This is an optimization exercise on Yosys and OpenROAD, whose aim is a short achievable clock period and few clock cycles, not a production implementation. For this run, only the layout was checked, not whether the RTL still works. No activity file was given, so power comes from the tool's default toggle rates.

`design/flow/config.mk`:
```
export PLATFORM = sky130hd
export DESIGN_NAME = reel_compositor
export DESIGN_NICKNAME = reel_compositor
export VERILOG_FILES = /design/flow/design.v
export SDC_FILE = /design/flow/constraint.sdc
export NUM_CORES = 4
export LEC_CHECK = 0
export CAP_MARGIN = 20
export CORE_MARGIN = 2
export CORE_UTILIZATION = 40
export PLACE_DENSITY = 0.6
export SLEW_MARGIN = 20
```
`design/flow/constraint.sdc`:
```
create_clock -name core_clock -period 6.5 [get_ports {clk}]
set_input_delay 1.3000 -clock core_clock [delete_from_list [all_inputs] [get_ports {clk}]]
set_output_delay 1.3000 -clock core_clock [all_outputs]
set_load 0.01 [all_outputs]
```
`design/flow/design.v`:
```
module reel_compositor (
    input  wire        clk,
    input  wire        rst,
    input  wire        gscr_we,
    input  wire [2:0]  gscr_addr,
    input  wire [7:0]  gscr_wdata,
    input  wire        start,
    output wire        busy,
    output reg  [13:0] vram_addr,
    input  wire [15:0] vram_rdata,
    output reg  [16:0] fgrom_addr,
    input  wire [63:0] fgrom_rdata,
    output reg  [18:0] reelrom_addr,
    input  wire [63:0] reelrom_rdata,
    output reg         pix_we,
    output reg  [17:0] pix_addr,
    output reg  [7:0]  pix_data
);
    reg [7:0] gscr [0:7];
    always @(posedge clk) begin
        if (gscr_we)
            gscr[gscr_addr] <= gscr_wdata;
    end
    wire [15:0] global_x       = {gscr[1], gscr[0]};
    wire [15:0] global_y       = {gscr[3], gscr[2]};
    wire [15:0] global_x_reels = {gscr[5], gscr[4]};
    wire [15:0] global_y_reels = {gscr[7], gscr[6]};
    localparam [3:0] S_IDLE   = 4'd0,
                     S_LSEL   = 4'd1,    
                     S_HROW   = 4'd2,    
                     S_FGROW  = 4'd3,    
                     S_FGH    = 4'd4,    
                     S_VCOL   = 4'd5,    
                     S_RCELL  = 4'd6,    
                     S_RROM   = 4'd7,    
                     S_FCELL  = 4'd8,    
                     S_FROM   = 4'd9,    
                     S_PIXEL  = 4'd10;   
    reg [3:0] state;
    reg [8:0] zz;           
    reg [8:0] xpos;         
    reg [1:0] reel_sel;     
    reg [8:0] reel_h;       
    reg [9:0] fg_h;         
    reg [4:0] reel_py;
    reg [2:0] reel_col;     
    reg       reel_prio;
    reg [7:0] reel_pen;
    reg [2:0] fg_col;       
    reg       fg_code_nz;
    wire [8:0] line      = zz + global_y_reels[8:0] + 9'd8;
    wire [8:0] fg_src_y  = zz + global_y[8:0];
    wire [5:0] fg_row    = fg_src_y[8:3];
    wire [2:0] fg_py     = fg_src_y[2:0];
    wire [7:0] sel_byte  = line[0] ? vram_rdata[15:8] : vram_rdata[7:0];
    wire [1:0] row_sel   = sel_byte[1:0];
    wire [1:0] row_sel2  = sel_byte[3:2];
    wire [8:0] reel_src_x = xpos + reel_h;
    wire [5:0] reel_c     = reel_src_x[8:3];
    wire [2:0] reel_px    = reel_src_x[2:0];
    wire [8:0] reel_src_y = line + vram_rdata[8:0];    
    wire [3:0] reel_r     = reel_src_y[8:5];
    wire [9:0] fg_src_x = {1'b0, xpos} + fg_h;
    wire [6:0] fg_c     = fg_src_x[9:3];
    wire [2:0] fg_px    = fg_src_x[2:0];
    wire [7:0] reel_pen_now = reelrom_rdata[reel_col*8 +: 8];
    wire [7:0] fg_pen_now   = fgrom_rdata[fg_col*8 +: 8];
    wire       fg_opaque    = fg_code_nz && (fg_pen_now != 8'd0);
    wire [7:0] final_pen    = (reel_prio || !fg_opaque) ? reel_pen : fg_pen_now;
    wire last_x    = (xpos == 9'd511);
    wire last_line = (zz == 9'd287);
    assign busy = (state != S_IDLE) || pix_we;
    always @(*) begin
        vram_addr    = 14'd0;
        fgrom_addr   = 17'd0;
        reelrom_addr = 19'd0;
        case (state)
            S_LSEL:  vram_addr = {6'h33, line[8:1]};
            S_HROW:  vram_addr = {6'h32, row_sel, zz[8:3]};
            S_FGROW: vram_addr = {8'hC4, fg_row};
            S_VCOL:  vram_addr = {6'h30, reel_sel, reel_c};
            S_RCELL: vram_addr = {2'b10, reel_sel, reel_r, reel_c};
            S_RROM:  reelrom_addr = {vram_rdata[13:0], reel_py};
            S_FCELL: vram_addr = {1'b0, fg_row, fg_c};
            S_FROM:  fgrom_addr = {vram_rdata[13:0],
                                   vram_rdata[14] ? ~fg_py : fg_py};
            default: ;
        endcase
    end
    always @(posedge clk) begin
        if (rst) begin
            state  <= S_IDLE;
            pix_we <= 1'b0;
        end else begin
            pix_we <= 1'b0;
            case (state)
                S_IDLE: begin
                    if (start && !pix_we) begin
                        zz    <= 9'd0;
                        state <= S_LSEL;
                    end
                end
                S_LSEL: begin
                    state <= S_HROW;
                end
                S_HROW: begin
                    reel_sel <= (row_sel > row_sel2) ? row_sel : row_sel2;
                    state    <= S_FGROW;
                end
                S_FGROW: begin
                    reel_h <= global_x_reels[8:0] + 9'd8 + vram_rdata[8:0];
                    state  <= S_FGH;
                end
                S_FGH: begin
                    fg_h  <= global_x[9:0] + vram_rdata[9:0];
                    xpos  <= 9'd0;
                    state <= S_VCOL;
                end
                S_VCOL: begin
                    state <= S_RCELL;
                end
                S_RCELL: begin
                    reel_py <= reel_src_y[4:0];
                    state   <= S_RROM;
                end
                S_RROM: begin
                    reel_col  <= vram_rdata[15] ? ~reel_px : reel_px;
                    reel_prio <= vram_rdata[14];
                    state     <= S_FCELL;
                end
                S_FCELL: begin
                    reel_pen <= reel_pen_now;
                    state    <= S_FROM;
                end
                S_FROM: begin
                    fg_col     <= vram_rdata[15] ? ~fg_px : fg_px;
                    fg_code_nz <= (vram_rdata[13:0] != 14'd0);
                    state      <= S_PIXEL;
                end
                S_PIXEL: begin
                    pix_we   <= 1'b1;
                    pix_addr <= {zz, xpos};
                    pix_data <= final_pen;
                    xpos     <= xpos + 9'd1;
                    if (!last_x)
                        state <= S_VCOL;
                    else if (!last_line) begin
                        zz    <= zz + 9'd1;
                        state <= S_LSEL;
                    end else
                        state <= S_IDLE;
                end
                default: state <= S_IDLE;
            endcase
        end
    end
endmodule
```
`design/flow/run.sh`:
```
#!/bin/bash
# synth_recipe.tcl (not shown) runs the flow's synth.tcl, then flattens the netlist and writes it again
# the make line also repeats each setting of config.mk as NAME=value (left out here)
make -C /OpenROAD-flow-scripts/flow DESIGN_CONFIG=/design/flow/config.mk WORK_HOME=/design/flow/orfs CLKGATE_MAP_FILE= SYNTH_SCRIPT=/design/flow/synth_recipe.tcl finish
```
==> metrics.csv <==
metric,value,unit
"slowest stage delay, CP",0.52,ns
Bufs on Longest Clock Path,2,
Worst Setup Path Type,register to output port,
nets@finish,1220,
number of global-route vias before repair,6723,
Max-Cap Viols,0,
initial core utilization,0.411,
GRT Residual Overflow,0,
gp weighted congestion,0.900,
worst hold slack,0.531,ns
syn avg cell area,11.8,sq um
Synth area leader,edfxtp_1,
met2 Usage GRT,0.395,
Buf/Inv on CP,2,
first-pass GRT wire length,38.5,mm
DRC,0,
Leak,4.51,nW
vias post-DR,6743,
PD cells,227,nW/um^2
Synth cell types,58,
drt pass-1 iters,5,
Fin. Hold Viols,0,
"commonest non-fill, non-tap cell in the layout",clkdlybuf4s50_1,
CTS tree,built,
"Clk Latency, worst-skew pair",0.42,ns
RSZ-0062 raised after global routing,no,
Hold WC Path Type,register to register,
fmax,175,MHz
# setup viols final,0,
Ys Warns,1,
Vias/cell,5.33,
n_diodes,0,
Synth top area share,0.425,
final non-filler cell total,1264,
Placed Cells,1232,
DRT Wirelength,26.4,mm
Worst-path clk slew,0.06,ns
"commonest cells after routing, fill and taps aside","clkdlybuf4s50_1 (236), edfxtp_1 (123), ha_1 (78), nor2_1 (67), xnor2_1 (51)",
Multi-input gate area,4700,sq um
setup_tns,0,ns
synthesized cell area,8690,sq um
hold_buf cts,0,
CTS HTree Levels,4,
clock sink count,128,
Routed Antenna Nets,0,
Mapped Nets,981,
"delay-heaviest family, CP",adder cells,
GR Util met3,0.0623,
initial antenna violation count,0,
number of CTS-inserted buffers,17,
Global Route Usage Sum,0.231,
Port-buffer cells,236,
pin count of the biggest net entering global routing,24,
area grow syn2layout,37.6,%
cells after synthesis,737,
root buf cell,clkbuf_16,
proportion of layout cells with a drive suffix above 1,0.0728,
die area,22900,sq um
ys async rst share,0,
number of I/O pins,237,
row count,53,
FF+latch area,3790,sq um
Worst Path Arrival,4.40,ns
core area,21200,sq um
Tmin final,5.70,ns
Tcrit/Tclk final,0.877,
sequential-to-total area share from yosys stat,0.436,
DP HPWL,21.2,mm
"Critical Path, Cell by Cell",ha_1 > ha_1 > inv_1 > fa_1 > nor2b_1 > o21ai_1 > nand2b_1 > xor2_1 > ha_1 > nand4_1 > and4b_1 > o21bai_1 > a21oi_1 > xor3_1 > o2bb2ai_1 > clkdlybuf4s50_1,
leading post-synthesis cells by cell area,"edfxtp_1 (42%), ha_1 (11%), mux4_2 (5.4%), xnor2_1 (5.1%), mux4_1 (3.3%)",
Post-CTS Resized,0,
CP Capture Type,output port,
Yosys reg bits,128,
status,"complete, no violations",
DR WL/cell,20.9,microns
CP max stage cell,edfxtp_1,
Die X,151,microns
GRT busiest layer,met2,
CP required,5.20,ns
Final Max Slew Viols,0,
peak supply drop,0.000178,V
post-layout util,0.566,
M1 GR Usage,0.282,
post-CTS setup repair buffer count,0,
fill count,1804,
post-route clock skew,0.00608,ns
chip height,151,microns
cell mode on critical path,ha_1,
"EDFF count, synth",123,
Post-synth top flop,edfxtp_1,
Max-slew headroom,0.297,
drt initial violations,431,
Setup crit start kind,register,
crit-path max FO,7,
measured slew at the worst slew-check pin,1.05,ns
[state kept, by name, indices dropped and copies added (netlist names)]
register / cells
reel_pen: 8
reel_py: 5
reel_col: 3
reel_h: 9
fg_col: 3
pix_addr: 18
reel_sel: 2
fg_code_nz: 1
fg_h: 10
xpos: 9
state: 4
zz: 9
gscr: 37
pix_data: 8
reel_prio: 1
pix_we: 1
[metal layers]
layer  vias to the layer above  part of all wire
met2                       305              0.47
met4                         0             0.023
met1                      3141              0.41
li1                       3269                 -
met5                         -                 0
met3                        28             0.097
[kinds of logic (layout without fill, tap and decap cells)]
group	Yosys count	in the layout	share of synthesized area
muxes	54	54	0.114
AOI/OAI and AO/OA	124	124	0.0928
xor gates and xnor gates	76	76	0.0783
DFF	128	128	0.436
and+or+nand+nor	218	218	0.124
buffers and inverters	52	304	0.0255
adders and majority gates	85	85	0.128
[worst paths after layout]
kind	start	slack, ns	endpoint	cells past startpoint
min	reel_pen[4]$_DFFE_PP_	0.53	pix_data[4]$_DFFE_PP_	2
max	zz[1]$_SDFFCE_PN0P_	0.80	vram_addr[9]	16
min reg2reg	reel_pen[4]$_DFFE_PP_	0.53	pix_data[4]$_DFFE_PP_	2
max reg2reg	state[3]$_SDFFE_PP0N_	2.81	xpos[7]$_SDFFCE_PN0P_	6
[layout make-up]
type	count	area share
repair buffers	241	0.201
clock inverters	14	0.0157
flip-flops and latches	128	0.317
multi-input cells	557	0.392
well taps	275	0.0288
inverters	31	0.00972
clock buffers	18	0.0359
[cells in the mapped netlist, types with 9 or more instances]
library cell  count
edfxtp_1        123
ha_1             78
nor2_1           69
xnor2_1          51
a21oi_1          37
nand2_1          36
and2_1           31
inv_1            30
xor2_1           24
mux4_2           21
o21ai_1          19
nor3_1           18
nand2b_1         15
clkbuf_1         14
a21o_1           13
mux2i_1          13
nand3_1          13
mux4_1           11
mux2_2            9
nor4_1            9
o21ai_0           9
[power by group]
part	total (W)	internal [W]	switching (W)
Clock	0.00100	0.000641	0.000363
Combinational	0.000724	0.000365	0.000359
Sequential	0.000993	0.000946	0.0000469
Total	0.00272	0.00195	0.000769
[per-stage QoR]
step | area [sq um] | power [W] | worst slack, ns
floorplan | 8690 | 0.00142 | 2.18
global placement | 11300 | 0.00173 | 0.985
detailed placement | 11300 | 0.00173 | 0.896
CTS | 12000 | 0.00274 | 0.821
global route | 12000 | 0.00284 | 0.539
finish | 12000 | 0.00272 | 0.798
[worst min-delay path, cell delays in order, from the launching register on]
cell and delay [ns]:
edfxtp_1 0.32, nand2_1 0.04, o21ai_1 0.06

what the ideal ports hide:
How much do the figures lean on ideal ports? The routed layout below was timed once more, with nothing changed but the port constraints.
Step 1 assumes that a clkbuf_16 drives the clock port and a buf_2 every other input.
Step 2, shift: input delay + t, output delay - t, t = (earliest + latest rising clock arrival at the registers) / 2. This alone moves slack from input paths to output paths.
a / b / c = ideal ports / drivers / drivers and shift; a / b = the first two.
shift t [ns]: 0.463
slack for setup (ns): 0.798 / 0.753 / 0.892
hold slack, ns: 0.531 / 0.531 / 0.531
clock arrival spread, ns: 0.009 / 0.009
worst register clock-pin slew, ns: 0.06 / 0.06
After both steps this run still meets setup and hold. The setup slack of this run moves by -0.045 ns with the drivers and by +0.094 ns with both steps.
